This is an optimization exercise on Yosys and OpenROAD, whose aim is small area, a short achievable clock period and few clock cycles, not a production implementation.
At most, simulation tests tie the RTL to the original design; equivalence was not proved.
For runs 1 to 3, only the layout was checked, not whether the RTL still works.
No activity file was given, so power comes from the tool's default toggle rates.

$ cat config.mk
export PLATFORM = sky130hd
export DESIGN_NAME = tmc_decoder
export DESIGN_NICKNAME = tmc_decoder
export VERILOG_FILES = /design/flow/design.v
export SDC_FILE = /design/flow/constraint.sdc
export NUM_CORES = 4
export LEC_CHECK = 0
export CAP_MARGIN = 20
export CORE_MARGIN = 2
export CORE_UTILIZATION = 65
export SETUP_SLACK_MARGIN = 4.5
export SLEW_MARGIN = 20
$ cat constraint.sdc
create_clock -name core_clock -period 8.0 [get_ports {clk}]
set_input_delay 1.6000 -clock core_clock [delete_from_list [all_inputs] [get_ports {clk}]]
set_output_delay 1.6000 -clock core_clock [all_outputs]
set_load 0.01 [all_outputs]
$ cat design.v
module tmc_decoder (
    input  wire         clk,
    input  wire         rst,
    input  wire         in_valid,
    output wire         in_ready,
    input  wire [1:0]   in_op,        
    input  wire         in_clk,
    input  wire         in_dat,
    input  wire         in_stb,
    input  wire         cfg_clk_present,
    input  wire         cfg_dat_present,
    input  wire         cfg_stb_present,
    input  wire [31:0]  cfg_samplerate,
    input  wire [1:0]   cfg_radix,
    output wire         out_valid,
    input  wire         out_ready,
    output reg  [3:0]   out_kind,
    output reg  [15:0]  out_ss,
    output reg  [15:0]  out_es,
    output reg  [7:0]   out_val,
    output reg  [3:0]   out_nbits,
    output reg  [263:0] out_blist,    
    output reg  [47:0]  out_rate,
    output wire [1:0]   status_err,
    output wire [1:0]   out_radix
);
    localparam integer DIV_CYC   = 48;               
    localparam [1:0] FIND_START = 2'd0, FIND_DATA = 2'd1, FIND_ACK = 2'd2;
    localparam integer P_IDLE = 0, P_START = 1, P_LBIT = 2, P_PRE  = 3,
                       P_FBITS = 4, P_POST = 5, P_BYTE = 6, P_WAIT = 7,
                       P_RATE  = 8, P_STOP = 9, P_ACK  = 10;
    reg  [1:0]  state;
    reg         variant;         
    reg  [3:0]  n;               
    reg  [7:0]  value;
    reg  [15:0] ssn [0:8];       
    reg         svn [0:8];       
    reg         byte_seen;
    reg  [15:0] byte_ss;
    reg  [15:0] kc;              
    reg  [15:0] sn;
    reg  [2:0]  prev;            
    reg         started;
    reg  [1:0]  err;
    reg         c_stb;
    reg  [31:0] c_rate;
    reg  [1:0]  c_radix;
    reg  [10:0] ph;
    reg  [7:0]  bmn;             
    reg         o_ov, o_sssn, o_ss8, o_essn, o_k0, o_k1, o_k2;
    reg         o_es0, o_s7, o_s0, o_sr, o_rate, o_val;    
    reg  [3:0]  j;               
    reg         ninth;           
    reg         op_stop;         
    reg         has_rate;        
    reg         cur_d;           
    reg  [47:0] num;             
    reg  [15:0] rem;
    reg  [5:0]  dcnt;
    reg         dpha;            
    reg         dbit;            
    reg         busy;
    wire idle = ph[P_IDLE];
    assign in_ready   = idle;
    assign out_valid  = o_ov;
    assign status_err = err;
    assign out_radix  = c_radix;
    wire cur_stb  = c_stb & in_stb;
    wire stb_fall = c_stb &  prev[2] & ~cur_stb;
    wire stb_rise = c_stb & ~prev[2] &  cur_stb;
    wire dat_fall =  prev[1] & ~in_dat;
    wire dat_rise = ~prev[1] &  in_dat;
    wire clk_rise = ~prev[0] &  in_clk;
    wire clk_fall =  prev[0] & ~in_clk;
    wire is_start_3w = (state == FIND_START) && stb_fall;
    wire is_start_2w = (state == FIND_START) && !stb_fall && in_clk && dat_fall;
    wire is_start    = is_start_3w || is_start_2w;
    wire is_stop     = (state == FIND_DATA) && (stb_rise || (in_clk && dat_rise));
    wire is_bit      = (state == FIND_DATA) && !is_stop && clk_rise;
    wire is_ack      = (state == FIND_ACK) && clk_fall;
    wire take        = in_valid && idle;
    wire take_reset  = take && (in_op == 2'd1);
    wire take_sample = take && (in_op == 2'd0);
    wire running     = started && (err == 2'd0);
    wire take_run    = take_sample && running;
    wire rec_taken   = out_valid && out_ready;
    wire [15:0] sn1  = sn + 16'd1;
    wire        n_full = n[3];
    wire        kz   = (kc == 16'd0);
    wire [15:0] ss0 = ~ssn[0];
    wire [15:0] ss1 = ~ssn[1];
    wire [15:0] ss7 = ~ssn[7];
    wire [15:0] ss8 = ~ssn[8];
    integer i;
    always @(*) begin
        out_kind[0] = o_k0 | (ph[P_BYTE] & byte_seen) | (ph[P_ACK] & cur_d);
        out_kind[1] = o_k1;
        out_kind[2] = o_k2;
        out_kind[3] = ph[P_RATE];
        out_ss = ({16{o_sssn}} & sn) |
                 ({16{o_s7}} & ss7) |
                 ({16{o_ss8}} & ss8) |
                 ({16{o_s0}} & ss0) |
                 ({16{o_sr}} & byte_ss);
        out_es = ({16{o_es0}} & ss1) |
                 ({16{o_essn}} & sn);
        out_val = ({8{o_val}} & value) |
                  {7'd0, (ph[P_LBIT] & ~svn[7]) | (ph[P_FBITS] & ~svn[0])};
        out_nbits = {4{o_val}} & n;
        out_rate  = {48{o_rate}} & num;
        for (i = 0; i < 8; i = i + 1)
            out_blist[33*i +: 33] = ~({33{bmn[i]}} | {ssn[i+1], ssn[i], svn[i]});
    end
    wire [16:0] drs  = {rem, dbit};
    wire [16:0] drd  = drs - {1'b0, kc};
    wire [15:0] dr   = drd[16] ? drs[15:0] : drd[15:0];
    wire        dq   = ~drd[16];
    wire [47:0] nacc = {num[15:0], num[47:16]} + {16'd0, c_rate};
    wire        mv_take = idle && take_run && (state == FIND_DATA) &&
                          (is_stop ? (variant && n != 4'd0) : clk_rise);
    wire        rot     = ph[P_PRE] || ph[P_POST] || (ph[P_FBITS] && rec_taken);
    wire        pfa     = ph[P_BYTE] && rec_taken && !op_stop && variant;
    integer q;
    always @(posedge clk) begin
        if (mv_take || rot) begin
            for (q = 0; q < 8; q = q + 1) begin
                ssn[q] <= ssn[q+1];
                svn[q] <= svn[q+1];
            end
            ssn[8] <= idle ? ~sn1 : ssn[0];
            svn[8] <= idle ? ~in_dat : svn[0];
        end else if (pfa) begin
            svn[8] <= ~cur_d;
        end
    end
    localparam [10:0] H_IDLE  = 11'd1 << P_IDLE,  H_START = 11'd1 << P_START,
                      H_LBIT  = 11'd1 << P_LBIT,  H_PRE   = 11'd1 << P_PRE,
                      H_FBITS = 11'd1 << P_FBITS, H_POST  = 11'd1 << P_POST,
                      H_BYTE  = 11'd1 << P_BYTE,  H_WAIT  = 11'd1 << P_WAIT,
                      H_RATE  = 11'd1 << P_RATE,  H_STOP  = 11'd1 << P_STOP,
                      H_ACK   = 11'd1 << P_ACK;
    wire div_last = busy && (dcnt == DIV_CYC - 1);
    reg  [10:0] phn;
    wire        rt     = rec_taken;
    wire        tk     = take_run;               
    wire        e_stop = tk && !is_start && is_stop;
    wire        e_bit  = tk && !is_start && !is_stop && is_bit;
    wire        e_ack  = tk && is_ack;
    wire        flush  = variant && n != 4'd0;
    wire        j7     = (j == 4'd7);
    wire        j8     = (j == 4'd8);
    wire        jl     = (j == n - 4'd1);
    wire        clr    = rst || take_reset;
    always @(*) begin
        phn[P_IDLE]  = (idle && !((tk && is_start) || e_stop || e_ack ||
                                  (e_bit && (n_full || (!variant && n != 4'd0))))) ||
                       ((ph[P_START] || ph[P_ACK] || ph[P_STOP]) && rt) ||
                       (ph[P_LBIT] && rt && !ninth) ||
                       (ph[P_BYTE] && rt && !op_stop);
        phn[P_START] = (tk && is_start) || (ph[P_START] && !rt);
        phn[P_LBIT]  = (e_bit && !variant && (n_full || n != 4'd0)) ||
                       (ph[P_LBIT] && !rt);
        phn[P_PRE]   = (e_stop && flush && !n_full) || (ph[P_PRE] && !j7);
        phn[P_FBITS] = (e_stop && flush && n_full) || (e_bit && n_full && variant) ||
                       (ph[P_PRE] && j7) || (ph[P_FBITS] && !(rt && jl));
        phn[P_POST]  = (ph[P_FBITS] && rt && jl) || (ph[P_POST] && !j8);
        phn[P_BYTE]  = (ph[P_LBIT] && rt && ninth) ||
                       (ph[P_POST] && j8) || (ph[P_BYTE] && !rt);
        phn[P_WAIT]  = (e_stop && !flush && !kz) ||
                       (ph[P_BYTE] && rt && op_stop && has_rate && busy && !div_last) ||
                       (ph[P_WAIT] && !div_last);
        phn[P_RATE]  = (ph[P_WAIT] && div_last) ||
                       (ph[P_BYTE] && rt && op_stop && has_rate && !(busy && !div_last)) ||
                       (ph[P_RATE] && !rt);
        phn[P_STOP]  = (e_stop && !flush && kz) ||
                       (ph[P_BYTE] && rt && op_stop && !has_rate) ||
                       (ph[P_RATE] && rt) || (ph[P_STOP] && !rt);
        phn[P_ACK]   = e_ack || (ph[P_ACK] && !rt);
        if (clr)
            phn = H_IDLE;
    end
    always @(posedge clk) begin
        ph     <= phn;
        o_ov   <= |(phn & (H_START | H_LBIT | H_FBITS | H_BYTE | H_RATE | H_STOP | H_ACK));
        o_sssn <= |(phn & (H_START | H_STOP));
        o_ss8  <= phn[P_ACK];
        o_essn <= |(phn & (H_START | H_LBIT | H_BYTE | H_RATE | H_STOP | H_ACK));
        o_k0   <= |(phn & (H_START | H_LBIT | H_FBITS));
        o_k1   <= |(phn & (H_STOP | H_LBIT | H_FBITS | H_ACK));
        o_k2   <= |(phn & (H_BYTE | H_ACK));
        o_es0  <= phn[P_FBITS];
        o_s7   <= phn[P_LBIT];
        o_s0   <= phn[P_BYTE] | phn[P_FBITS];
        o_sr   <= phn[P_RATE];
        o_rate <= phn[P_RATE];
        o_val  <= phn[P_BYTE];
        for (i = 0; i < 8; i = i + 1)
            bmn[i] <= !(phn[P_BYTE] && (n > i));
    end
    always @(posedge clk) begin
        if (busy) begin
            dbit <= !dpha ? num[46] : (dcnt[3:0] == 4'd15) ? num[47] : num[14];
            if (dcnt[3:0] == 4'd15)
                dpha <= 1'b0;
            rem  <= dr;
            dcnt <= dcnt + 6'd1;
        end else begin
            rem  <= 16'd0;
            dcnt <= (num[15:0] == 16'd0) ? 6'd16 : 6'd0;
            dpha <= (num[15:0] != 16'd0);
            dbit <= (num[15:0] == 16'd0) ? num[47] : num[15];
        end
    end
    always @(posedge clk) begin
        if (rst || take_reset) begin
            state     <= FIND_START;
            byte_ss   <= 16'd0;
            started   <= 1'b0;
            err       <= 2'd0;
            c_radix   <= 2'd0;
            busy      <= 1'b0;
        end else begin
            if (idle) begin
                has_rate <= !kz;
                j        <= n_full ? 4'd0 : n;
                ninth    <= n_full;
                cur_d    <= in_dat;
            end
            if (!started) begin
                c_stb  <= cfg_stb_present;
                c_rate <= cfg_samplerate;
            end
            if (busy) begin
                num[15:0] <= {num[14:0], dq};
                if (!dpha)
                    num[47:16] <= num[46:15];
                if (div_last)
                    busy <= 1'b0;
            end
            if (idle) begin
                if (take_sample && !started) begin
                    started <= 1'b1;
                    c_radix <= cfg_radix;
                    if (!cfg_clk_present || !cfg_dat_present)
                        err <= 2'd1;
                    else if (cfg_samplerate == 32'd0)
                        err <= 2'd2;
                    else begin
                        sn   <= 16'd0;
                        prev <= {cfg_stb_present & in_stb, in_dat, in_clk};
                    end
                end else if (take_run) begin
                    sn   <= sn1;
                    prev <= {cur_stb, in_dat, in_clk};
                    if (!is_stop)
                        kc <= is_start ? 16'd0 : kc + 16'd1;
                    if (is_start) begin
                        variant   <= is_start_3w;
                        num       <= 48'd0;
                        byte_seen <= 1'b0;
                        n         <= 4'd0;
                        value     <= 8'd0;
                        state     <= FIND_DATA;
                    end else if (is_stop) begin
                        op_stop  <= 1'b1;
                        busy     <= !kz;
                    end else if (is_bit) begin
                        num <= {nacc[31:0], nacc[47:32]};
                        if (n_full) begin
                            if (variant)
                                byte_ss <= sn1;      
                            op_stop <= 1'b0;
                        end else begin
                            if (n == 4'd0)
                                byte_ss <= sn1;
                            n     <= n + 4'd1;
                            value <= {in_dat, value[7:1]};
                        end
                    end else if (is_ack) begin
                        state <= FIND_DATA;
                    end
                end
            end
            if (ph[P_STOP] && rec_taken) begin
                n     <= 4'd0;
                value <= 8'd0;
                state <= FIND_START;
            end
            if (ph[P_PRE]) begin
                j <= j + 4'd1;
                if (j == 4'd7)
                    j <= 4'd0;
            end
            if (ph[P_FBITS] && rec_taken) begin
                j <= j + 4'd1;
                if (j == n - 4'd1)
                    j <= n;
            end
            if (ph[P_POST])
                j <= j + 4'd1;
            if (ph[P_BYTE] && rec_taken) begin
                byte_seen <= 1'b1;
                n         <= 4'd0;
                value     <= 8'd0;
                if (!op_stop && variant) begin
                    n       <= 4'd1;
                    value   <= {cur_d, 7'd0};
                end else if (!op_stop) begin
                    state <= FIND_ACK;
                end
            end
        end
    end
endmodule
$ cat flow/run.sh
#!/bin/bash
export BUFFER_PORTS_ARGS="-buffer_cell sky130_fd_sc_hd__buf_1"
export CTS_ARGS="-sink_clustering_enable -repair_clock_nets -dont_use_dummy_load -sink_clustering_size 24 -sink_clustering_max_diameter 80 -buf_list {sky130_fd_sc_hd__clkbuf_8 sky130_fd_sc_hd__clkbuf_16}"
bash standard.sh > standard.log 2>&1
$ cat standard.sh
#!/bin/bash
# synth_recipe.tcl (not shown) runs the flow's synth.tcl, then flattens the netlist and writes it again
# the make line also repeats each setting of config.mk as NAME=value (left out here)
make -C /OpenROAD-flow-scripts/flow DESIGN_CONFIG=/design/flow/config.mk WORK_HOME=/design/flow/orfs CLKGATE_MAP_FILE= SYNTH_SCRIPT=/design/flow/synth_recipe.tcl "${@:-finish}"
==> impl_metrics.py, run 1 <==
metrics = {
    "drt": {
        "drt.antenna.violating_nets": 0,
        "drtPass1Iterations": 9,
        "drt-total-wl_um": 57400,
        "initialDrtViolationCount": 2037,
        "dr_total_vias": 16444,
        "wire_per_inst_um": 21.9,
        "drc": 0,
        "post_drt_via_cell_ratio": 6.27,
    },
    "timing": {
        "fin_tns_setup_ps": 0,
        "layout_setup_ws_ps": 4520,
        "finalCriticalPeriod_ps": 3480,
        "worst_pin_slew_ps": 972,
        "setup_viol": 0,
        "finalCritPeriodShare_pct": 43.6,
        "slew_violations": 0,
        "rsz0062_at_grt": "true",
        "hold_viol_final": 0,
        "relSlewSlack_pct": 35.0,
        "clock-skew-final_ps": 32.1,
        "max_freq_ghz": 0.287,
    },
    "setup_path": {
        "r2r_cells": 12,
        "crit_start": "o_s0",
        "critPathKind": "reg -> out",
        "critPathMaxStageDelay_ps": 520,
        "setup.worst_path.end_class": "output pin",
        "arrival_ps": 1880,
        "worstReg2RegStart": "num[22]",
        "start_kind": "flip-flop",
        "slowest_stage": "a222oi_1",
        "path_cells": "a222oi_1, o221ai_1, buf_1",
        "crit_path_max_fanout": 16,
        "crit_required_ps": 6400,
    },
    "finish": {
        "n_fill_cell": 2113,
        "areaGrowthSynthToFinish_pct": 14.0,
        "mostFrequentLayoutCells": "buf_1, nor2_1, edfxtp_1",
        "drive_above_1_share_pct": 6.34,
        "final_common_cell": "buf_1",
        "final_nets": 2346,
    },
    "synth": {
        "synth_area_sq_um": 19100,
        "synth_seq_area_share_pct": 53.5,
        "synthFlopType": "edfxtp_1",
        "synth-edff-count": 292,
        "synth_nets": 1987,
        "async_flop_share_pct": 0,
        "ys_warn_count": 3,
        "ys_ff_latch": 365,
        "syn_area_per_cell_sq_um": 10.2,
        "ys_types": 89,
        "syn_inst": 1881,
    },
    "floorplanning": {
        "die_area_sq_um": 30800,
        "coreArea_sq_um": 28900,
        "die_w_um": 175,
        "ios": 412,
        "die_y_um": 175,
        "initial_utilization_pct": 66.2,
        "std_cell_rows": 62,
    },
    "pwr": {
        "ir_worst_vdd_mv": 0.158,
        "power.share.combinational_pct": 8.2,
        "leakagePower_uw": 0.00768,
        "p_clk_share_pct": 30.0,
        "power.internal_uw": 2620,
        "seqPwrFrac_pct": 61.8,
        "power.switching_uw": 776,
        "powerDensity_nw_per_um2": 156,
        "p_sw_share_pct": 22.8,
    },
    "placed_design": {
        "pre_cts_slack_ps": 3420,
        "dpl.hpwl_um": 41800,
        "gp_congestion": 0.964,
        "numPortBuffers": 411,
    },
    "grt": {
        "grt_pass1_vias": 15121,
        "grt.total_usage_pct": 35.8,
        "grt_overflow": 0,
        "grt_start_max_net_pins": 153,
        "gr-usage-met3_pct": 9.61,
        "grt_antenna_before_repair": 3,
        "busiest_layer": "met2",
        "grt_util_met1_pct": 49.4,
        "use_met2_pct": 55.0,
        "grt_pass1_wl_um": 85000,
    },
    "clock_tree": {
        "cts_tree": "yes",
        "clk_pin_slew_ps": 100,
        "clock_sinks": 365,
        "clk_latency_ps": 530,
        "root_buffer": "clkbuf_16",
        "clock_path_buffers": 3,
        "htree_levels": 1,
        "cts_buffers": 20,
    },
    "worst_hold_path": {
        "hold_class": "reg -> reg",
        "hold_path_depth": 0,
        "hold_start": "svn[8]",
    },
    "outcome": {
        "status": "timing/DRC/antenna clean",
    },
    "job": {
        "maxCapViolCount": 0,
    },
}
==> worst max-delay path, delay by kind of cell, from the launching register on <==
family | cells | cell delay, ps
AOI/OAI and AO/OA | 2 | 750
buffers and inverters | 1 | 180
DFF | 1 | 430
==> power by group through the flow <==
stage / clock [uW] / combinational, uW / sequential [uW]
after CTS: 1030 / 268 / 2100
after floorplan: 0 / 205 / 2120
after global placement: 0 / 254 / 2140
after detailed placement: 0 / 264 / 2140
final: 1020 / 277 / 2100
after global routing: 1090 / 303 / 2100
==> what timing repair did <==
item | 4_1_cts | 5_1_grt
setup endpoints to repair | 203 | 209
pin swaps | 3 | 8
cloned | 0 | 1
endpoints found under the hold margin | 0 | 0
hold buffers | 0 | 0
buffers inserted | 12 | 10
gates resized for setup | 17 | 25
==> per-stage QoR <==
step / cell area (sq um) / util, % / hold WS [ps] / instances / total power, uW
after detailed placement: 20900 / 72.6 / 409 / 2579 / 2410
after floorplan: 19200 / - / 400 / 1881 / 2330
after CTS: 21600 / 74.9 / 432 / 2611 / 3390
final: 21800 / 75.5 / 443 / 2624 / 3400
after global routing: 21800 / 75.5 / 448 / 2623 / 3490
after global placement: 20900 / 72.5 / 409 / 2578 / 2400
==> cells in the mapped netlist (21+ instances only) <==
cell type  count  area (sq um)
ha_1          58           726
edfxtp_1     292          8770
xnor2_1       55           482
o21ai_0       78           390
inv_1         72           270
nand2_1      121           454
nor2b_1       27           169
nand3_1       32           160
nor2_1       385          1450
xor2_1        29           254
and2_1        75           469
o22ai_1       35           219
mux2i_1       60           601
dfxtp_1       73          1460
clkbuf_1      83           312
a21oi_1       77           385
a21o_1        22           165
a211oi_1      23           173
o221ai_1      21           184
==> registers in the layout (all words and copies together) (netlist names), 9 cells and up <==
| register | flops |
|---|---|
| byte_ss | 16 |
| ssn | 144 |
| sn | 16 |
| c_rate | 32 |
| rem | 16 |
| num | 48 |
| ph | 11 |
| svn | 9 |
| kc | 16 |
==> worst paths after layout <==
check	endpoint	slack, ps
worst max-delay path	out_ss[6]	4520
worst min-delay path	svn[7]	440
worst max register to register	num[7]	4690
worst min register to register	svn[7]	440
==> cell type report <==
cell class	count	area (sq um)	area share, %
diodes	2	5.00	0.0230
clock buffers	20	500	2.30
flip-flops and latches	365	10200	47.0
repair buffers	450	1960	8.97
inverters	74	293	1.34
multi-input cells	1329	8320	38.2
well taps	384	480	2.20
==> logic make-up (layout without fill, tap and decap cells) <==
group / Yosys count / count (layout) / share of synthesized area [%]
buffers and inverters: 187 / 544 / 3.89
muxes: 62 / 62 / 3.26
xor gates and xnor gates: 85 / 85 / 3.99
adders and majority gates: 60 / 60 / 4.01
other: 0 / 2 / 0
and+or+nand+nor: 767 / 767 / 18.8
AOI/OAI and AO/OA: 355 / 355 / 12.6
DFF: 365 / 365 / 53.5
==> per-layer routing <==
layer	up-vias	part of all wire, %
met3	132	12
met4	2	3.9
met2	1038	45
met5	-	0.023
li1	7421	-
met1	7851	39
==> run 2: changes to the inputs <==
==> flow/run.sh (replaced) <==
#!/bin/bash
export BUFFER_PORTS_ARGS="-buffer_cell sky130_fd_sc_hd__buf_1"
export CTS_ARGS="-sink_clustering_enable -repair_clock_nets -dont_use_dummy_load -sink_clustering_size 20 -sink_clustering_max_diameter 80 -buf_list {sky130_fd_sc_hd__clkbuf_8 sky130_fd_sc_hd__clkbuf_16}"
bash standard.sh > standard.log 2>&1
==> impl_metrics.py, run 2 <==
metrics = {
    "clock_tree": {
        "clk_latency_ps": 540,
        "postCtsHoldBufs": 0,
        "clock_sinks": 365,
        "cts_tree": "yes",
        "cts_buffers": 22,
        "root_buffer": "clkbuf_16",
        "clk_pin_slew_ps": 80,
        "htree_levels": 1,
        "clock_path_buffers": 3,
    },
    "floorplanning": {
        "die_y_um": 175,
        "coreArea_sq_um": 28900,
        "die_area_sq_um": 30800,
        "die_w_um": 175,
        "initial_utilization_pct": 66.2,
        "std_cell_rows": 62,
        "ios": 412,
    },
    "synth": {
        "synth_top_area_cell": "edfxtp_1",
        "synth_seq_area_share_pct": 53.5,
        "synth_nets": 1987,
        "async_flop_share_pct": 0,
        "synthFlopType": "edfxtp_1",
        "syn_inst": 1881,
        "ys_warn_count": 3,
        "post-synth-top-count-cell": "nor2_1",
        "ys_ff_latch": 365,
        "yosys-top-cells-count": "nor2_1, edfxtp_1, nand2_1",
        "synth-edff-count": 292,
        "syn_area_per_cell_sq_um": 10.2,
        "ys_types": 89,
        "synth_area_sq_um": 19100,
        "netlist.area_leader.share_pct": 45.9,
        "synth_area_leaders": "edfxtp_1, dfxtp_1, nor2_1",
    },
    "pwr": {
        "power_uw": 3450,
        "powerDensity_nw_per_um2": 158,
        "leakagePower_uw": 0.00775,
        "ir_worst_vdd_mv": 0.173,
    },
    "placed_design": {
        "numPortBuffers": 411,
        "gp_congestion": 0.964,
        "pre_cts_slack_ps": 3420,
        "dpl.hpwl_um": 41800,
    },
    "finish": {
        "final_common_cell": "buf_1",
        "reg_top3": "ssn: 144 flops, num: 48 flops, c_rate: 32 flops",
        "largest_register": "ssn",
        "mostFrequentLayoutCells": "buf_1, nor2_1, edfxtp_1",
        "largest_reg_flops": 144,
        "drive_above_1_share_pct": 6.89,
        "areaGrowthSynthToFinish_pct": 14.6,
        "final_nets": 2357,
    },
    "setup_path": {
        "start_kind": "flip-flop",
        "critPathKind": "reg -> out",
        "rr_endpoint": "num[11]",
        "crit_path_end": "out_ss[6]",
        "worstReg2RegStart": "num[24]",
        "crit_start": "ph[8]",
        "arrival_ps": 1900,
        "r2r_cells": 11,
        "crit_path_max_fanout": 6,
        "setup.worst_path.end_class": "output pin",
        "r2r_setup_slack_ps": 4640,
        "crit_required_ps": 6400,
    },
    "grt": {
        "use_met2_pct": 55.4,
        "grt_overflow": 0,
        "grt_pass1_wl_um": 85500,
        "grt_antenna_before_repair": 5,
        "grt_start_max_net_pins": 153,
        "gr-usage-met3_pct": 8.55,
        "grt.total_usage_pct": 36.0,
        "grt_util_met1_pct": 50.4,
        "grt_pass1_vias": 15168,
        "busiest_layer": "met2",
    },
    "drt": {
        "drtPass1Iterations": 8,
        "drt-total-wl_um": 58100,
        "wire_per_inst_um": 22.0,
        "initialDrtViolationCount": 2376,
        "post_drt_via_cell_ratio": 6.27,
        "drt.antenna.violating_nets": 0,
        "drc": 0,
        "dr_total_vias": 16529,
    },
    "timing": {
        "max_freq_ghz": 0.286,
        "relSlewSlack_pct": 35.6,
        "layout_setup_ws_ps": 4500,
        "clock-skew-final_ps": 41.8,
        "finalCriticalPeriod_ps": 3500,
        "worst_pin_slew_ps": 963,
        "setup_viol": 0,
        "fin_tns_setup_ps": 0,
        "finalCritPeriodShare_pct": 43.8,
        "slew_violations": 0,
        "rsz0062_at_grt": "true",
        "hold_viol_final": 0,
        "whs_ps": 436,
    },
    "worst_hold_path": {
        "hold_start": "svn[8]",
        "hold_class": "reg -> reg",
    },
    "job": {
        "maxCapViolCount": 0,
    },
    "outcome": {
        "status": "timing/DRC/antenna clean",
    },
}
[run 2: cell counts after synthesis]
Identical to the previous run, type by type.
[run 2: critical path: stages (launching register included)]
cell and delay, ps:
dfxtp_4 410, a222oi_1 550, o221ai_1 220, buf_2 190
[run 2: cell families after synthesis]
group | count (synthesis) | share of synthesized area (%)
buffers and inverters | 187 | 3.89
AO/OA/AOI/OAI | 355 | 12.6
flip-flops | 365 | 53.5
XOR/XNOR | 85 | 3.99
AND/OR/NAND/NOR | 767 | 18.8
adder cells (fa/ha/maj) | 60 | 4.01
multiplexers | 62 | 3.26
[run 2: stage by stage]
step                      utilization [%]  cells  cell area (sq um)
after CTS                            75.0   2612              21600
after floorplan                         -   1881              19200
final                                75.9   2637              21900
after global routing                 75.9   2634              21900
after global placement               72.5   2578              20900
after detailed placement             72.6   2579              20900
[run 2: area by class of cell]
type | count | area, sq um
multi-input combinational | 1329 | 8310
fill | 2089 | 6950
clock buffer | 22 | 551
tap | 384 | 480
sequential | 365 | 10200
antenna | 4 | 10.0
timing repair buffer | 459 | 2020
inverter | 74 | 292
[run 2: where the power goes]
group	internal (uW)	leakage, uW	switching, uW
Clock	489	0.000271	586
Combinational	110	0.00422	169
Sequential	2060	0.00326	34.4
Total	2660	0.00775	790
[run 2: per-layer routing]
layer	wire (um)	part of all wire [%]
met4	2120	3.6
met1	22800	39
met2	26200	45
met3	6940	12
met5	27	0.046
[run 2: what timing repair did]
item | 4_1_cts | 5_1_grt
gates cloned | 0 | 1
endpoints found under the setup margin | 193 | 175
resized for setup | 18 | 23
pin swaps | 3 | 6
buffers inserted | 11 | 19
[run 2: worst min path at each step]
stage	cells after the start	endpoint
2_1_floorplan	0	svn[7]
3_3_place_gp	0	svn[7]
3_5_place_dp	0	svn[7]
4_1_cts	0	svn[7]
5_1_grt	0	svn[7]
6_report	0	svn[7]
==> run 3: changes to the inputs <==
--- a/design.v
+++ b/design.v
@@ -213,2 +213,37 @@
     end
+    wire fs     = (state == FIND_START);
+    wire num_en = busy || (take_run && (is_start || is_bit));
+    wire kc_en  = take_run && !is_stop;
+    wire sp_en  = take_sample && (!started || running);
+    wire n_en   = (take_run && (is_start || (is_bit && !n_full))) ||
+                  ((ph[P_STOP] || ph[P_BYTE]) && rec_taken);
+    always @(posedge clk) begin
+        if (num_en) begin
+            if (busy) begin
+                num[15:0] <= {num[14:0], dq};
+                if (!dpha)
+                    num[47:16] <= num[46:15];
+            end else begin
+                num <= fs ? 48'd0 : {nacc[31:0], nacc[47:32]};
+            end
+        end
+        if (kc_en)
+            kc <= fs ? 16'd0 : kc + 16'd1;
+        if (sp_en) begin
+            sn   <= started ? sn1 : 16'd0;
+            prev <= {started ? cur_stb : cfg_stb_present & in_stb, in_dat, in_clk};
+        end
+        if (n_en) begin
+            if (idle) begin
+                n     <= fs ? 4'd0 : n + 4'd1;
+                value <= fs ? 8'd0 : {in_dat, value[7:1]};
+            end else if (ph[P_BYTE] && !op_stop && variant) begin
+                n     <= 4'd1;               
+                value <= {cur_d, 7'd0};
+            end else begin
+                n     <= 4'd0;
+                value <= 8'd0;
+            end
+        end
+    end
     always @(posedge clk) begin
@@ -232,9 +267,4 @@
             end
-            if (busy) begin
-                num[15:0] <= {num[14:0], dq};
-                if (!dpha)
-                    num[47:16] <= num[46:15];
-                if (div_last)
-                    busy <= 1'b0;
-            end
+            if (div_last)
+                busy <= 1'b0;
             if (idle) begin
@@ -247,17 +277,6 @@
                         err <= 2'd2;
-                    else begin
-                        sn   <= 16'd0;
-                        prev <= {cfg_stb_present & in_stb, in_dat, in_clk};
-                    end
                 end else if (take_run) begin
-                    sn   <= sn1;
-                    prev <= {cur_stb, in_dat, in_clk};
-                    if (!is_stop)
-                        kc <= is_start ? 16'd0 : kc + 16'd1;
                     if (is_start) begin
                         variant   <= is_start_3w;
-                        num       <= 48'd0;
                         byte_seen <= 1'b0;
-                        n         <= 4'd0;
-                        value     <= 8'd0;
                         state     <= FIND_DATA;
@@ -267,3 +286,2 @@
                     end else if (is_bit) begin
-                        num <= {nacc[31:0], nacc[47:32]};
                         if (n_full) begin
@@ -275,4 +293,2 @@
                                 byte_ss <= sn1;
-                            n     <= n + 4'd1;
-                            value <= {in_dat, value[7:1]};
                         end
@@ -283,7 +299,4 @@
             end
-            if (ph[P_STOP] && rec_taken) begin
-                n     <= 4'd0;
-                value <= 8'd0;
+            if (ph[P_STOP] && rec_taken)
                 state <= FIND_START;
-            end
             if (ph[P_PRE]) begin
@@ -302,10 +315,4 @@
                 byte_seen <= 1'b1;
-                n         <= 4'd0;
-                value     <= 8'd0;
-                if (!op_stop && variant) begin
-                    n       <= 4'd1;
-                    value   <= {cur_d, 7'd0};
-                end else if (!op_stop) begin
+                if (!op_stop && !variant)
                     state <= FIND_ACK;
-                end
             end
==> impl_metrics.py, run 3 <==
metrics = {
    "floorplanning": {
        "die_area_sq_um": 30300,
        "initial_utilization_pct": 65.7,
        "die_w_um": 174,
        "std_cell_rows": 62,
        "coreArea_sq_um": 28600,
        "ios": 412,
        "die_y_um": 174,
    },
    "timing": {
        "layout_setup_ws_ps": 4440,
        "clock-skew-final_ps": 27.6,
        "worst_pin_slew_ps": 1140,
        "rsz0062_at_grt": "true",
        "finalCriticalPeriod_ps": 3560,
        "relSlewSlack_pct": 23.9,
        "hold_viol_final": 0,
        "max_freq_ghz": 0.281,
        "fin_tns_setup_ps": 0,
        "finalCritPeriodShare_pct": 44.5,
        "slew_violations": 0,
        "setup_viol": 0,
    },
    "clock_tree": {
        "cts_tree": "yes",
        "clock_path_buffers": 3,
        "clock_sinks": 365,
        "root_buffer": "clkbuf_16",
        "clk_latency_ps": 530,
        "cts_buffers": 22,
        "htree_levels": 1,
        "postCtsHoldBufs": 0,
        "clk_pin_slew_ps": 80,
    },
    "placed_design": {
        "pre_cts_slack_ps": 3210,
        "dpl.hpwl_um": 40700,
        "dp_cells": 2554,
        "numPortBuffers": 411,
        "gp_congestion": 0.978,
    },
    "synth": {
        "synthFlopType": "edfxtp_1",
        "synth_area_sq_um": 18800,
        "yosys-top-cells-count": "nor2_1, edfxtp_1, nand2_1",
        "async_flop_share_pct": 0,
        "synth-edff-count": 292,
        "syn_inst": 1859,
        "ys_warn_count": 3,
        "post-synth-top-count-cell": "nor2_1",
        "synth_nets": 1965,
        "synth_seq_area_share_pct": 54.4,
        "synth_area_leaders": "edfxtp_1, dfxtp_1, nor2_1",
        "synth_top_area_cell": "edfxtp_1",
        "netlist.area_leader.share_pct": 46.6,
        "ys_ff_latch": 365,
        "syn_area_per_cell_sq_um": 10.1,
        "ys_types": 78,
    },
    "outcome": {
        "status": "timing/DRC/antenna clean",
    },
    "pwr": {
        "power.internal_uw": 2580,
        "powerDensity_nw_per_um2": 152,
        "power.share.combinational_pct": 4.2,
        "seqPwrFrac_pct": 63.0,
        "power.switching_uw": 685,
        "ir_worst_vdd_mv": 0.150,
        "leakagePower_uw": 0.00784,
        "p_clk_share_pct": 32.8,
        "p_sw_share_pct": 21.0,
    },
    "setup_path": {
        "crit_start": "ph[8]",
        "critPathKind": "reg -> out",
        "crit_path_max_fanout": 6,
        "arrival_ps": 1960,
        "crit_required_ps": 6400,
        "slowest_stage": "dfxtp_4",
        "critPathMaxStageDelay_ps": 390,
        "start_kind": "flip-flop",
        "path_cells": "buf_2, a222oi_1, o221ai_1, buf_1",
        "worstReg2RegStart": "num[16]",
        "setup.worst_path.end_class": "output pin",
    },
    "grt": {
        "grt_pass1_vias": 14982,
        "grt_antenna_before_repair": 0,
        "grt_overflow": 0,
        "grt_start_max_net_pins": 77,
        "grt.total_usage_pct": 36.3,
        "grt_pass1_wl_um": 85900,
    },
    "job": {
        "maxCapViolCount": 0,
    },
    "finish": {
        "final_common_cell": "buf_1",
        "final_cells": 2597,
        "drive_above_1_share_pct": 5.02,
        "n_antenna_cell": 0,
        "largest_reg_flops": 144,
        "areaGrowthSynthToFinish_pct": 14.4,
        "reg_top3": "ssn: 144 flops, num: 48 flops, c_rate: 32 flops",
        "mostFrequentLayoutCells": "buf_1, nor2_1, edfxtp_1",
        "final_nets": 2321,
        "largest_register": "ssn",
    },
    "drt": {
        "drt.antenna.violating_nets": 0,
        "drc": 0,
        "initialDrtViolationCount": 1610,
        "wire_per_inst_um": 21.8,
        "drt-total-wl_um": 56600,
        "post_drt_via_cell_ratio": 6.27,
        "dr_total_vias": 16275,
        "drtPass1Iterations": 6,
    },
    "worst_hold_path": {
        "hold_start": "dcnt[0]",
        "hold_class": "reg -> reg",
    },
}
-- run 3: cell types whose count changed after synthesis, sizes merged, moves of 12 or more --
cell	before	now
a21oi	78	66
a22o	1	29
and3	12	26
clkbuf	84	97
mux2i	60	19
nand2b	4	18
o21ai	91	77
o22ai	36	3
-- run 3: path summary, 6_finish.rpt --
path | end | slack, ps | cells past startpoint
worst min-delay path | dcnt[0] | 440 | 1
worst min register to register | dcnt[0] | 440 | 1
worst max register to register | num[46] | 4580 | 11
worst max-delay path | out_ss[6] | 4440 | 4
-- run 3: logic make-up (layout without fill, tap and decap cells) --
family	after synthesis	count (layout)	share of synthesized area [%]
xor+xnor	77	77	3.59
compound gates	369	370	13.9
flops	365	365	54.4
fa+ha+maj	60	60	4.07
mux	19	19	1.01
simple gates	789	789	19.3
buf+inv	180	533	3.71
-- run 3: layer usage --
layer	part of all wire (%)	global-route usage, %
met5	0	0
met4	4.3	14.0
met3	9.7	5.66
met2	47	59.2
met1	39	49.3
-- run 3: layout make-up --
type,instances,area [sq um]
well taps,384,480
flip-flops and latches,365,10200
repair buffers,446,1920
multi-input cells,1315,8050
clock buffers,22,551
fillers,2047,7120
inverters,65,258
-- run 3: power groups by stage --
stage	clock, uW	combinational, uW	sequential (uW)
after detailed placement	0	131	2100
after global placement	0	128	2100
final	1070	138	2060
after floorplan	0	95.4	2100
after global routing	1130	151	2060
after CTS	1080	132	2060
-- run 3: worst max-delay path, delay by kind of cell (launching register included) --
family | cells | cell delay, ps
AOI/OAI and AO/OA | 2 | 660
DFF | 1 | 390
buffers and inverters | 2 | 380
-- run 3: timing repair --
item / 4_1_cts / 5_1_grt
gates cloned: 2 / 0
resized for setup: 17 / 20
buffers inserted: 13 / 6
endpoints found under the setup margin: 305 / 263
pin swaps: 4 / 7
-- run 3: per-stage QoR --
stage               utilization, %  hold slack (ps)  total power (uW)  area, sq um
floorplan                        -              400              2190        18900
global placement              71.9              407              2230        20600
detailed placement            71.9              422              2230        20600
CTS                           74.8              444              3270        21400
global route                  75.1              454              3350        21500
finish                        75.1              444              3270        21500
==> run 4: changes to the inputs <==
--- a/design.v
+++ b/design.v
@@ -49,3 +49,3 @@
     reg  [7:0]  bmn;             
-    reg         o_ov, o_sssn, o_ss8, o_essn, o_k0, o_k1, o_k2;
+    reg         o_ov, o_sssn, o_essn, o_k0, o_k1, o_k2;
     reg         o_es0, o_s7, o_s0, o_sr, o_rate, o_val;    
@@ -92,3 +92,2 @@
     wire [15:0] ss7 = ~ssn[7];
-    wire [15:0] ss8 = ~ssn[8];
     integer i;
@@ -101,3 +100,2 @@
                  ({16{o_s7}} & ss7) |
-                 ({16{o_ss8}} & ss8) |
                  ({16{o_s0}} & ss0) |
@@ -120,3 +118,4 @@
                           (is_stop ? (variant && n != 4'd0) : clk_rise);
-    wire        rot     = ph[P_PRE] || ph[P_POST] || (ph[P_FBITS] && rec_taken);
+    wire        rot     = ph[P_PRE] || ph[P_POST] || (ph[P_FBITS] && rec_taken) ||
+                          (ph[P_BYTE] && rec_taken && !op_stop && !variant);
     wire        pfa     = ph[P_BYTE] && rec_taken && !op_stop && variant;
@@ -185,3 +184,2 @@
         o_sssn <= |(phn & (H_START | H_STOP));
-        o_ss8  <= phn[P_ACK];
         o_essn <= |(phn & (H_START | H_LBIT | H_BYTE | H_RATE | H_STOP | H_ACK));
@@ -191,3 +189,3 @@
         o_es0  <= phn[P_FBITS];
-        o_s7   <= phn[P_LBIT];
+        o_s7   <= phn[P_LBIT] | phn[P_ACK];
         o_s0   <= phn[P_BYTE] | phn[P_FBITS];
--- a/config.mk
+++ b/config.mk
@@ -9,3 +9,3 @@
 export CORE_MARGIN = 2
-export CORE_UTILIZATION = 65
+export CORE_UTILIZATION = 70
 export SETUP_SLACK_MARGIN = 4.5
==> impl_metrics.py, run 4 <==
metrics = {
    "outcome": {
        "status": "timing/DRC/antenna clean",
    },
    "grt": {
        "grt_pass1_wl_um": 85200,
        "grt_overflow": 0,
        "grt_start_max_net_pins": 99,
        "grt_antenna_before_repair": 3,
        "grt.total_usage_pct": 38.9,
        "grt_pass1_vias": 15158,
    },
    "finish": {
        "final_common_cell": "buf_1",
        "final_nets": 2302,
        "reg_top3": "ssn: 144 flops, num: 48 flops, c_rate: 32 flops",
        "areaGrowthSynthToFinish_pct": 13.6,
        "largest_register": "ssn",
        "largest_reg_flops": 144,
        "drive_above_1_share_pct": 3.92,
        "mostFrequentLayoutCells": "buf_1, nor2_1, edfxtp_1",
    },
    "clock_tree": {
        "htree_levels": 1,
        "clk_pin_slew_ps": 80,
        "cts_buffers": 22,
        "clock_sinks": 366,
        "root_buffer": "clkbuf_16",
        "clock_path_buffers": 3,
        "postCtsHoldBufs": 0,
        "cts_tree": "yes",
        "clk_latency_ps": 550,
    },
    "timing": {
        "layout_setup_ws_ps": 4520,
        "slew_violations": 0,
        "finalCritPeriodShare_pct": 43.5,
        "worst_pin_slew_ps": 1110,
        "rsz0062_at_grt": "false",
        "hold_viol_final": 0,
        "fin_tns_setup_ps": 0,
        "clock-skew-final_ps": 67.0,
        "setup_viol": 0,
        "finalCriticalPeriod_ps": 3480,
        "max_freq_ghz": 0.288,
        "relSlewSlack_pct": 26.0,
    },
    "synth": {
        "synth_area_leaders": "edfxtp_1, dfxtp_1, nor2_1",
        "ys_types": 67,
        "yosys-top-cells-count": "nor2_1, edfxtp_1, nand2_1",
        "synth_seq_area_share_pct": 55.5,
        "synth-edff-count": 292,
        "synth_nets": 1949,
        "ys_ff_latch": 366,
        "syn_area_per_cell_sq_um": 10.0,
        "ys_warn_count": 3,
        "synthFlopType": "edfxtp_1",
        "post-synth-top-count-cell": "nor2_1",
        "syn_inst": 1843,
        "async_flop_share_pct": 0,
        "synth_area_sq_um": 18500,
        "synth_top_area_cell": "edfxtp_1",
        "netlist.area_leader.share_pct": 47.5,
    },
    "drt": {
        "post_drt_via_cell_ratio": 6.46,
        "initialDrtViolationCount": 2209,
        "m1WireLength_um": 21100,
        "drt.antenna.violating_nets": 0,
        "drc": 0,
        "dr_total_vias": 16360,
        "wire_per_inst_um": 22.2,
        "drtPass1Iterations": 7,
        "drt-total-wl_um": 56100,
        "route.met2.wl_um": 25200,
        "highest_layer": "met5",
        "met3WireLength_um": 7510,
    },
    "setup_path": {
        "arrival_ps": 1880,
        "crit_path_max_fanout": 13,
        "crit_required_ps": 6400,
        "critPathKind": "reg -> out",
        "setup.worst_path.end_class": "output pin",
        "start_kind": "flip-flop",
    },
    "placed_design": {
        "pre_cts_slack_ps": 3210,
        "gp_congestion": 0.999,
        "dpl.hpwl_um": 39200,
        "numPortBuffers": 411,
    },
    "floorplanning": {
        "initial_utilization_pct": 71.0,
        "die_w_um": 166,
        "coreArea_sq_um": 26000,
        "std_cell_rows": 59,
        "die_y_um": 166,
        "ios": 412,
        "die_area_sq_um": 27700,
    },
    "job": {
        "maxCapViolCount": 0,
    },
    "pwr": {
        "powerDensity_nw_per_um2": 158,
        "ir_worst_vdd_mv": 0.191,
        "leakagePower_uw": 0.00740,
    },
    "worst_hold_path": {
        "hold_class": "reg -> reg",
    },
}
## run 4: cell types whose count changed in the layout (fill, tap and decap cells not counted), moves of 6 or more
cell / previous run / this run
inv_1: 61 / 54
a221o_1: 6 / 19
o21ai_0: 73 / 119
nand3_1: 35 / 57
a22o_1: 29 / 5
a21o_1: 31 / 21
nand2_1: 124 / 159
mux2i_1: 19 / 13
nor3_1: 27 / 15
o221ai_1: 12 / 3
o31ai_1: 4 / 14
a222oi_1: 16 / 0
buf_4: 25 / 9
nor2_1: 377 / 364
## run 4: through the flow
step	std cells	total power [uW]	hold slack [ps]	util (%)	cell area, sq um
after floorplan	1843	2210	400	-	18500
after CTS	2524	3300	427	80.1	20800
final	2531	3300	417	80.7	21000
after global placement	2496	2250	418	77.5	20100
after global routing	2531	3380	424	80.7	21000
after detailed placement	2496	2250	431	77.5	20100
## run 4: cell type report
class | count | area (sq um)
Antenna cell | 2 | 5.00
Fill cell | 1668 | 5020
Tap cell | 335 | 419
Timing Repair Buffer | 430 | 1810
Multi-Input combinational cell | 1319 | 7690
Inverter | 57 | 221
Sequential cell | 366 | 10300
Clock buffer | 22 | 551
## run 4: routing by layer
metal,vias to the layer above,track usage (%)
li1,7230,-
met3,173,9.68
met5,-,0
met4,2,14.2
met1,7708,54.6
met2,1247,59.5
## run 4: kinds of logic after synthesis
kind of cell,synth area share [%]
compound gates,12.1
xor+xnor,3.80
fa+ha+maj,4.15
buf+inv,3.39
flops,55.5
mux,0.705
simple gates,20.3
## run 4: report_power, final
| group | switching [uW] | leakage (uW) | internal, uW |
|---|---|---|---|
| logic | 93.3 | 0.00383 | 55.7 |
| registers | 16.7 | 0.00330 | 2050 |
| clock network | 598 | 0.000271 | 490 |
| total | 708 | 0.00740 | 2600 |
## run 4: path summary, 6_finish.rpt
| check | slack, ps | start | depth (start not counted) | endpoint |
|---|---|---|---|---|
| worst max-delay path | 4520 | ph[4] | 4 | out_es[15] |
| worst min-delay path | 420 | svn[8] | 0 | svn[7] |
| worst max register to register | 4750 | ph[0] | 8 | num[22] |
| worst min register to register | 420 | svn[8] | 0 | svn[7] |
## run 4: worst max-delay path, stage by stage (launching register included)
cell and delay [ps]:
dfxtp_1 420, clkinvlp_4 150, buf_12 160, o21ai_0 330
buf_1 270
## run 4: what timing repair did
action                                  CTS  global route
gates cloned                              2             1
setup buffers                             4             4
endpoints found under the setup margin  322           164
resized for setup                        13            10
Testbench counts of run 4, summed over its fixed seeds: cycles 70,746.
==> run 5: changes to the inputs <==
--- a/config.mk
+++ b/config.mk
@@ -9,4 +9,4 @@
 export CORE_MARGIN = 2
-export CORE_UTILIZATION = 70
-export SETUP_SLACK_MARGIN = 4.5
+export CORE_UTILIZATION = 65
+export SETUP_SLACK_MARGIN = 4.9
 export SLEW_MARGIN = 20
==> impl_metrics.py, run 5 <==
metrics = {
    "setup_path": {
        "crit_path_max_fanout": 16,
        "crit_required_ps": 6400,
        "arrival_ps": 1690,
        "start_kind": "flip-flop",
        "worstReg2RegStart": "num[16]",
        "setup.worst_path.end_class": "output pin",
        "r2r_cells": 11,
        "rr_endpoint": "num[44]",
        "critPathKind": "reg -> out",
        "r2r_setup_slack_ps": 4910,
    },
    "timing": {
        "rsz0062_at_grt": "true",
        "relSlewSlack_pct": 24.8,
        "setup_viol": 0,
        "finalCritPeriodShare_pct": 41.2,
        "worst_pin_slew_ps": 1120,
        "hold_viol_final": 0,
        "finalCriticalPeriod_ps": 3290,
        "clock-skew-final_ps": 35.6,
        "fin_tns_setup_ps": 0,
        "slew_violations": 0,
        "max_freq_ghz": 0.304,
    },
    "synth": {
        "netlist.area_leader.share_pct": 47.5,
        "yosys-top-cells-count": "nor2_1, edfxtp_1, nand2_1",
        "synth_seq_area_share_pct": 55.5,
        "ys_types": 67,
        "synthFlopType": "edfxtp_1",
        "ys_warn_count": 3,
        "ys_ff_latch": 366,
        "post-synth-top-count-cell": "nor2_1",
        "synth_area_leaders": "edfxtp_1, dfxtp_1, nor2_1",
        "synth-edff-count": 292,
        "async_flop_share_pct": 0,
        "synth_nets": 1949,
        "synth_top_area_cell": "edfxtp_1",
        "synth_area_sq_um": 18500,
        "syn_area_per_cell_sq_um": 10.0,
        "syn_inst": 1843,
    },
    "pwr": {
        "leakagePower_uw": 0.00831,
        "powerDensity_nw_per_um2": 147,
        "power.switching_uw": 721,
        "power.internal_uw": 2600,
        "power.share.combinational_pct": 5.1,
        "p_clk_share_pct": 32.8,
        "p_sw_share_pct": 21.7,
        "seqPwrFrac_pct": 62.1,
        "ir_worst_vdd_mv": 0.206,
    },
    "grt": {
        "grt_pass1_wl_um": 84900,
        "grt_overflow": 0,
        "grt_pass1_vias": 14840,
        "grt_start_max_net_pins": 68,
        "grt_antenna_before_repair": 7,
        "grt.total_usage_pct": 37.9,
    },
    "finish": {
        "drive_above_1_share_pct": 14.5,
        "final_nets": 2362,
        "areaGrowthSynthToFinish_pct": 22.3,
        "mostFrequentLayoutCells": "nor2_1, buf_1, edfxtp_1",
        "multi_input_area_sq_um": 8070,
        "final_common_cell": "nor2_1",
        "fin_area_sq_um": 22600,
        "largest_reg_flops": 144,
        "regArea_sq_um": 10300,
        "largest_register": "ssn",
        "n_fill_cell": 1746,
        "reg_top3": "ssn: 144 flops, num: 48 flops, c_rate: 32 flops",
    },
    "clock_tree": {
        "clock_sinks": 366,
        "cts_tree": "yes",
        "htree_levels": 1,
        "root_buffer": "clkbuf_16",
        "clock_path_buffers": 3,
        "cts_buffers": 22,
        "clk_latency_ps": 540,
        "clk_pin_slew_ps": 80,
        "postCtsHoldBufs": 0,
    },
    "floorplanning": {
        "ios": 412,
        "die_y_um": 172,
        "die_area_sq_um": 29800,
        "die_w_um": 172,
        "coreArea_sq_um": 27900,
        "initial_utilization_pct": 66.2,
        "std_cell_rows": 61,
    },
    "drt": {
        "drc": 0,
        "drtPass1Iterations": 8,
        "drt-total-wl_um": 61000,
        "post_drt_via_cell_ratio": 6.38,
        "drt.antenna.violating_nets": 0,
        "wire_per_inst_um": 23.1,
        "initialDrtViolationCount": 2254,
        "dr_total_vias": 16821,
    },
    "worst_hold_path": {
        "whs_endpoint": "dcnt[0]",
        "hold_start": "dcnt[0]",
        "hold_class": "reg -> reg",
        "hold_path_depth": 1,
    },
    "placed_design": {
        "dpl.hpwl_um": 39600,
        "numPortBuffers": 411,
        "gp_congestion": 0.970,
        "place_area_sq_um": 20200,
    },
    "job": {
        "maxCapViolCount": 0,
    },
    "outcome": {
        "status": "timing/DRC/antenna clean",
    },
}
run 5: power groups by stage:
stage	Clock, uW	Combinational [uW]	Sequential, uW
detailed placement	0	147	2110
floorplan	0	108	2100
global route	1140	184	2060
CTS	1090	156	2060
finish	1090	170	2060
global placement	0	143	2110
run 5: layer usage:
metal  GRT usage (%)  vias to the layer above  routed length (um)
met5               0                        -                  27
met4            12.9                        4                2710
met3            9.54                      216                8320
met2            57.9                     1267               27200
met1            53.2                     7968               22700
li1                -                     7366                   -
run 5: cell families (layout without fill, tap and decap cells):
kind of cell	after synthesis	after routing	share of synthesized area [%]
xor+xnor	80	80	3.80
buf+inv	160	566	3.39
flops	366	366	55.5
simple gates	811	814	20.3
other cells	0	3	0
mux	13	13	0.705
compound gates	353	355	12.1
fa+ha+maj	60	60	4.15
run 5: worst max-delay path, stage by stage (launching register included):
cell and delay (ps):
dfxtp_2 340, clkinvlp_4 70, buf_12 140, o21ai_1 80, a221o_1 340, buf_2 170
run 5: metrics by stage:
step	util [%]	hold slack [ps]	total power [uW]	worst slack [ps]	std cells
after floorplan	-	400	2210	4080	1843
after global placement	72.6	424	2250	3610	2541
after detailed placement	72.6	425	2260	3540	2541
after CTS	78.1	455	3300	4740	2610
after global routing	81.0	468	3390	4690	2634
final	81.0	451	3320	4710	2635
run 5: how the worst max path moves through the flow:
stage | start | to
floorplan | in_op[1] | svn[8]
global placement | in_op[1] | num[28]
global route | o_s7 | out_ss[3]
CTS | o_s7 | out_ss[15]
detailed placement | in_dat | ssn[8][12]
finish | o_s7 | out_ss[6]
run 5: layout make-up:
| cell class | count | area share, % |
|---|---|---|
| timing repair buffer | 487 | 13.1 |
| tap | 378 | 2.10 |
| antenna | 3 | 0.0333 |
| clock buffer | 22 | 2.44 |
| multi-input combinational | 1322 | 35.7 |
| sequential | 366 | 45.6 |
| inverter | 57 | 0.981 |
run 5: timing repair:
action / 4_1_cts / 5_1_grt
pin swaps: 0 / 6
setup buffers: 39 / 17
resized for setup: 164 / 176
gates cloned: 8 / 5
endpoints found under the setup margin: 532 / 255
endpoints found under the hold margin: 0 / 0
==> run 6: changes to the inputs <==
--- a/config.mk
+++ b/config.mk
@@ -10,3 +10,3 @@
 export CORE_UTILIZATION = 65
-export SETUP_SLACK_MARGIN = 4.9
+export SETUP_SLACK_MARGIN = 4.8
 export SLEW_MARGIN = 20
==> impl_metrics.py, run 6 <==
metrics = {
    "outcome": {
        "status": "timing/DRC/antenna clean",
    },
    "setup_path": {
        "start_kind": "flip-flop",
        "path_cells": "clkinvlp_4, buf_12, buf_4, o21ai_2, a221o_1, buf_2",
        "crit_required_ps": 6400,
        "slowest_stage": "dfxtp_2",
        "critPathTopFamily": "buffers and inverters",
        "r2r_cells": 10,
        "arrival_ps": 1800,
        "worst-path-buf-inv": 4,
        "r2r_setup_slack_ps": 4890,
        "worstReg2RegStart": "num[43]",
        "rr_endpoint": "num[2]",
        "critPathKind": "reg -> out",
        "setup.worst_path.end_class": "output pin",
        "critPathMaxStageDelay_ps": 350,
        "crit_path_max_fanout": 8,
    },
    "timing": {
        "whs_ps": 440,
        "max_freq_ghz": 0.294,
        "hold_viol_final": 0,
        "slew_violations": 0,
        "finalCriticalPeriod_ps": 3400,
        "finalCritPeriodShare_pct": 42.5,
        "relSlewSlack_pct": 34.7,
        "fin_tns_setup_ps": 0,
        "clock-skew-final_ps": 51.1,
        "rsz0062_at_grt": "true",
        "worst_pin_slew_ps": 977,
        "setup_viol": 0,
    },
    "finish": {
        "largest_reg_flops": 144,
        "largest_register": "ssn",
        "mostFrequentLayoutCells": "buf_1, nor2_1, edfxtp_1",
        "areaGrowthSynthToFinish_pct": 17.0,
        "final_common_cell": "buf_1",
        "reg_top3": "ssn: 144 flops, num: 48 flops, c_rate: 32 flops",
        "drive_above_1_share_pct": 8.71,
        "final_nets": 2335,
    },
    "pwr": {
        "powerDensity_nw_per_um2": 153,
        "seqPwrFrac_pct": 62.2,
        "p_sw_share_pct": 21.6,
        "ir_worst_vdd_mv": 0.162,
        "p_clk_share_pct": 33.1,
        "power.switching_uw": 717,
        "leakagePower_uw": 0.00781,
        "power.share.combinational_pct": 4.7,
        "power.internal_uw": 2600,
    },
    "synth": {
        "netlist.area_leader.share_pct": 47.5,
        "synthFlopType": "edfxtp_1",
        "synth-edff-count": 292,
        "post-synth-top-count-cell": "nor2_1",
        "synth_seq_area_share_pct": 55.5,
        "synth_area_sq_um": 18500,
        "syn_area_per_cell_sq_um": 10.0,
        "async_flop_share_pct": 0,
        "ys_ff_latch": 366,
        "ys_types": 67,
        "ys_warn_count": 3,
        "synth_nets": 1949,
        "synth_area_leaders": "edfxtp_1, dfxtp_1, nor2_1",
        "syn_inst": 1843,
        "synth_top_area_cell": "edfxtp_1",
        "yosys-top-cells-count": "nor2_1, edfxtp_1, nand2_1",
    },
    "floorplanning": {
        "std_cell_rows": 61,
        "die_y_um": 172,
        "initial_utilization_pct": 66.2,
        "die_w_um": 172,
        "die_area_sq_um": 29800,
        "ios": 412,
        "coreArea_sq_um": 27900,
    },
    "clock_tree": {
        "clock_sinks": 366,
        "clock_path_buffers": 3,
        "htree_levels": 1,
        "root_buffer": "clkbuf_16",
        "cts_tree": "yes",
        "clk_pin_slew_ps": 90,
        "cts_buffers": 22,
        "clk_latency_ps": 550,
    },
    "drt": {
        "post_drt_via_cell_ratio": 6.21,
        "wire_per_inst_um": 21.6,
        "drc": 0,
        "drt.antenna.violating_nets": 0,
        "initialDrtViolationCount": 1965,
        "dr_total_vias": 16192,
        "drt-total-wl_um": 56200,
        "drtPass1Iterations": 6,
    },
    "placed_design": {
        "numPortBuffers": 411,
        "gp_congestion": 0.938,
        "dpl.hpwl_um": 38600,
    },
    "grt": {
        "grt_pass1_vias": 14141,
        "grt.total_usage_pct": 36.2,
        "grt_overflow": 0,
        "grt_start_max_net_pins": 87,
        "grt_pass1_wl_um": 81400,
        "grt_antenna_before_repair": 6,
    },
    "worst_hold_path": {
        "hold_start": "svn[8]",
        "hold_path_depth": 0,
        "hold_class": "reg -> reg",
        "whs_endpoint": "svn[7]",
    },
    "job": {
        "maxCapViolCount": 0,
    },
}
run 6: per-layer routing:
metal / global-route usage (%) / vias up / share of wire, %
li1: - / 7310 / -
met2: 55.3 / 1037 / 45
met3: 9.59 / 175 / 12
met5: 0 / - / 0.082
met4: 10.7 / 4 / 3.2
met1: 51.3 / 7666 / 40
run 6: worst max path at each step:
stage / slack (ps) / startpoint / end / cells after the start
after floorplan: 4080 / in_op[1] / svn[8] / 7
after global placement: 3320 / in_stb / ssn[8][10] / 8
after detailed placement: 3270 / in_dat / ssn[7][8] / 8
after CTS: 4660 / o_sssn / out_ss[3] / 5
after global routing: 4600 / o_s7 / out_ss[6] / 6
final: 4600 / o_s7 / out_ss[14] / 6
run 6: power groups by stage:
stage               Clock (uW)  Sequential [uW]  Combinational [uW]
floorplan                    0             2100                 108
global placement             0             2110                 143
detailed placement           0             2110                 146
CTS                       1090             2060                 151
global route              1160             2060                 172
finish                    1100             2060                 157
run 6: cells by family (layout without fill, tap and decap cells):
group	count (synthesis)	count (layout)	share of synthesized area (%)
adder cells (fa/ha/maj)	60	60	4.15
AO/OA/AOI/OAI	353	354	12.1
flip-flops	366	366	55.5
XOR/XNOR	80	80	3.80
AND/OR/NAND/NOR	811	813	20.3
buffers and inverters	160	541	3.39
other	0	3	0
multiplexers	13	13	0.705
run 6: per-stage QoR:
stage	setup WS [ps]	cells	total power [uW]	cell area, sq um	utilization (%)
after floorplan	4080	1843	2210	18500	-
after global placement	3320	2538	2250	20200	72.5
after detailed placement	3270	2538	2250	20200	72.5
after CTS	4660	2595	3300	21300	76.6
after global routing	4600	2607	3390	21600	77.5
final	4600	2608	3310	21600	77.5
run 6: layout make-up:
| type | instances | area [sq um] |
|---|---|---|
| tap | 378 | 473 |
| fill | 1927 | 6260 |
| multi-input combinational | 1320 | 7860 |
| timing repair buffer | 462 | 2200 |
| clock buffer | 22 | 551 |
| inverter | 57 | 221 |
| antenna | 3 | 7.51 |
| sequential | 366 | 10300 |
run 6: timing repair:
action	4_1_cts	5_1_grt
buffers inserted	30	10
pin swaps	0	1
endpoints found under the hold margin	0	0
cloned	5	0
gates resized for setup	88	61
setup endpoints to repair	466	260
hold buffers	0	0
==> run 7: changes to the inputs <==
--- a/config.mk
+++ b/config.mk
@@ -10,3 +10,3 @@
 export CORE_UTILIZATION = 65
-export SETUP_SLACK_MARGIN = 4.8
+export SETUP_SLACK_MARGIN = 4.5
 export SLEW_MARGIN = 20
==> impl_metrics.py, run 7 <==
metrics = {
    "outcome": {
        "status": "timing/DRC/antenna clean",
    },
    "clock_tree": {
        "clk_pin_slew_ps": 80,
        "root_buffer": "clkbuf_16",
        "cts_buffers": 22,
        "htree_levels": 1,
        "postCtsHoldBufs": 0,
        "clock_path_buffers": 3,
        "clk_latency_ps": 530,
        "clock_sinks": 366,
        "cts_tree": "yes",
    },
    "synth": {
        "yosys-top-cells-count": "nor2_1, edfxtp_1, nand2_1",
        "ys_types": 67,
        "synth_area_sq_um": 18500,
        "post-synth-top-count-cell": "nor2_1",
        "ys_warn_count": 3,
        "syn_area_per_cell_sq_um": 10.0,
        "netlist.area_leader.share_pct": 47.5,
        "ys_ff_latch": 366,
        "synth-edff-count": 292,
        "synth_seq_area_share_pct": 55.5,
        "synth_area_leaders": "edfxtp_1, dfxtp_1, nor2_1",
        "async_flop_share_pct": 0,
        "syn_inst": 1843,
        "synth_nets": 1949,
        "synth_top_area_cell": "edfxtp_1",
        "synthFlopType": "edfxtp_1",
    },
    "placed_design": {
        "numPortBuffers": 411,
        "dpl.hpwl_um": 38600,
        "gp_congestion": 0.960,
    },
    "grt": {
        "grt_antenna_before_repair": 6,
        "grt.total_usage_pct": 35.3,
        "grt_overflow": 0,
        "grt_pass1_wl_um": 79700,
        "grt_pass1_vias": 14092,
        "grt_start_max_net_pins": 83,
    },
    "floorplanning": {
        "initial_utilization_pct": 66.2,
        "die_w_um": 172,
        "die_area_sq_um": 29800,
        "die_y_um": 172,
        "ios": 412,
        "coreArea_sq_um": 27900,
        "std_cell_rows": 61,
    },
    "timing": {
        "worst_pin_slew_ps": 1010,
        "finalCritPeriodShare_pct": 43.1,
        "finalCriticalPeriod_ps": 3450,
        "slew_violations": 0,
        "setup_viol": 0,
        "rsz0062_at_grt": "true",
        "hold_viol_final": 0,
        "relSlewSlack_pct": 32.1,
        "max_freq_ghz": 0.290,
        "clock-skew-final_ps": 15.7,
        "fin_tns_setup_ps": 0,
    },
    "drt": {
        "post_drt_via_cell_ratio": 6.13,
        "drc": 0,
        "drt-total-wl_um": 54400,
        "drt.antenna.violating_nets": 0,
        "drtPass1Iterations": 5,
        "dr_total_vias": 15783,
        "initialDrtViolationCount": 1954,
        "wire_per_inst_um": 21.1,
    },
    "worst_hold_path": {
        "hold_path_depth": 1,
        "whs_endpoint": "dcnt[0]",
        "hold_class": "reg -> reg",
        "hold_start": "dcnt[0]",
    },
    "job": {
        "maxCapViolCount": 0,
    },
    "setup_path": {
        "r2r_cells": 10,
        "critPathKind": "in -> reg",
        "rr_endpoint": "num[35]",
        "critPathTopFamily": "simple AND/OR/NAND/NOR gates",
        "path_cells": "buf_1, nand3b_1, o21ai_2, nor4_2, a31o_2, a21oi_2, nand2b_4, buf_12",
        "r2r_setup_slack_ps": 4750,
        "slowest_stage": "nor4_2",
        "worst-path-buf-inv": 2,
        "crit_required_ps": 8190,
        "arrival_ps": 3640,
        "worstReg2RegStart": "num[17]",
        "crit_path_max_fanout": 82,
        "start_kind": "input pin",
        "setup.worst_path.end_class": "flip-flop",
        "critPathMaxStageDelay_ps": 570,
    },
    "finish": {
        "largest_register": "ssn",
        "final_common_cell": "buf_1",
        "post-route-util_pct": 75.2,
        "n_fill_cell": 2028,
        "drive_above_1_share_pct": 3.83,
        "largest_reg_flops": 144,
        "reg_top3": "ssn: 144 flops, num: 48 flops, c_rate: 32 flops",
        "mostFrequentLayoutCells": "buf_1, nor2_1, edfxtp_1",
        "areaGrowthSynthToFinish_pct": 13.5,
        "final_nets": 2301,
    },
    "pwr": {
        "leakagePower_uw": 0.00738,
        "ir_worst_vdd_mv": 0.167,
        "powerDensity_nw_per_um2": 157,
    },
}
-- run 7: cell counts after synthesis --
No cell type changed its count.
-- run 7: worst reg2reg max path, cell delays in order (launching register included) --
cell and delay, ps:
edfxtp_1 430, ha_1 310, a211oi_1 270, o21ai_1 150
a31oi_1 530, o211ai_1 140, a21boi_0 560, o21a_1 220
o21ai_0 110, xnor2_1 180, o21ai_0 90
-- run 7: worst max-delay path by stage --
stage / from / to / slack (ps) / cells after the start
after detailed placement: in_op[1] / ssn[7][10] / 3180 / 7
after CTS: ph[4] / out_es[6] / 4500 / 3
final: in_stb / ssn[0][14] / 4550 / 8
after global placement: in_stb / ssn[7][10] / 3280 / 8
after global routing: in_stb / ssn[0][14] / 4480 / 8
after floorplan: in_op[1] / svn[8] / 4080 / 7
-- run 7: kinds of logic after synthesis --
logic type	synth area share (%)
xor gates and xnor gates	3.80
DFF	55.5
and+or+nand+nor	20.3
buffers and inverters	3.39
muxes	0.705
AOI/OAI and AO/OA	12.1
adders and majority gates	4.15
-- run 7: routing by layer --
| layer | global-route usage, % | up-vias | routed length (um) |
|---|---|---|---|
| met5 | 0 | - | 39 |
| met3 | 8.17 | 126 | 6270 |
| met2 | 53.4 | 908 | 24300 |
| met1 | 50.9 | 7513 | 22000 |
| met4 | 11.4 | 6 | 1800 |
| li1 | - | 7230 | - |
-- run 7: where the power goes --
group | leakage [uW] | switching (uW) | internal [uW]
Clock | 0.000271 | 587 | 489
Combinational | 0.00380 | 92.0 | 55.5
Sequential | 0.00330 | 15.4 | 2050
-- run 7: through the flow --
stage | hold slack [ps] | std cells | total power (uW) | worst slack [ps] | instance area, sq um
finish | 449 | 2575 | 3290 | 4550 | 21000
global route | 471 | 2573 | 3380 | 4480 | 20900
CTS | 448 | 2569 | 3290 | 4500 | 20900
detailed placement | 421 | 2540 | 2250 | 3180 | 20200
global placement | 421 | 2540 | 2250 | 3280 | 20200
floorplan | 400 | 1843 | 2210 | 4080 | 18500
-- run 7: cell type report --
class | count | area (sq um) | share of cell area, %
repair buffers | 428 | 1750 | 8.33
inverters | 57 | 221 | 1.06
diodes | 4 | 10.0 | 0.0478
flip-flops and latches | 366 | 10300 | 49.0
well taps | 378 | 473 | 2.26
multi-input cells | 1320 | 7690 | 36.7
clock buffers | 22 | 551 | 2.63
-- run 7: what timing repair did --
item                                    CTS  global route
gates resized for setup                  13             4
cloned                                    3             0
buffers inserted                          4             2
endpoints found under the setup margin  272           120

## separate check: timing with driven ports
How much do the figures lean on ideal ports? The routed layouts below were timed once more, with nothing changed but the port constraints. Step 1, drivers: a clkbuf_16 drives clk and a buf_2 each remaining input, both assumed. Step 2 adds t to the input delays and takes it off the output delays; t is the mean of the earliest and latest rising clock arrival at the registers after step 1. Input paths then give back, and output paths get back, about the clock's delay inside the block. Three values: ideal ports, drivers, drivers and shift; two values: the first two.
run	t (ns)	setup slack, ns	worst hold slack (ns)	slew at the worst register clock pin (ns)
run 1	0.570	4.515 / 4.460 / 3.995	0.443 / 0.443 / 0.443	0.10 / 0.10
run 2	0.570	4.499 / 4.444 / 3.992	0.436 / 0.436 / 0.436	0.09 / 0.09
run 3	0.571	4.438 / 4.387 / 4.031	0.444 / 0.444 / 0.444	0.09 / 0.09
run 4	0.568	4.524 / 4.469 / 4.077	0.417 / 0.417 / 0.417	0.09 / 0.09
run 5	0.579	4.707 / 4.651 / 4.300	0.451 / 0.451 / 0.451	0.09 / 0.09
run 6	0.575	4.599 / 4.545 / 4.326	0.440 / 0.440 / 0.440	0.09 / 0.09
run 7	0.577	4.548 / 4.499 / 3.972	0.449 / 0.449 / 0.449	0.09 / 0.09
After both steps setup and hold are still met in every run listed. The setup slack of run 7, which loses most, moves by -0.049 ns with the drivers and by -0.576 ns with both steps.
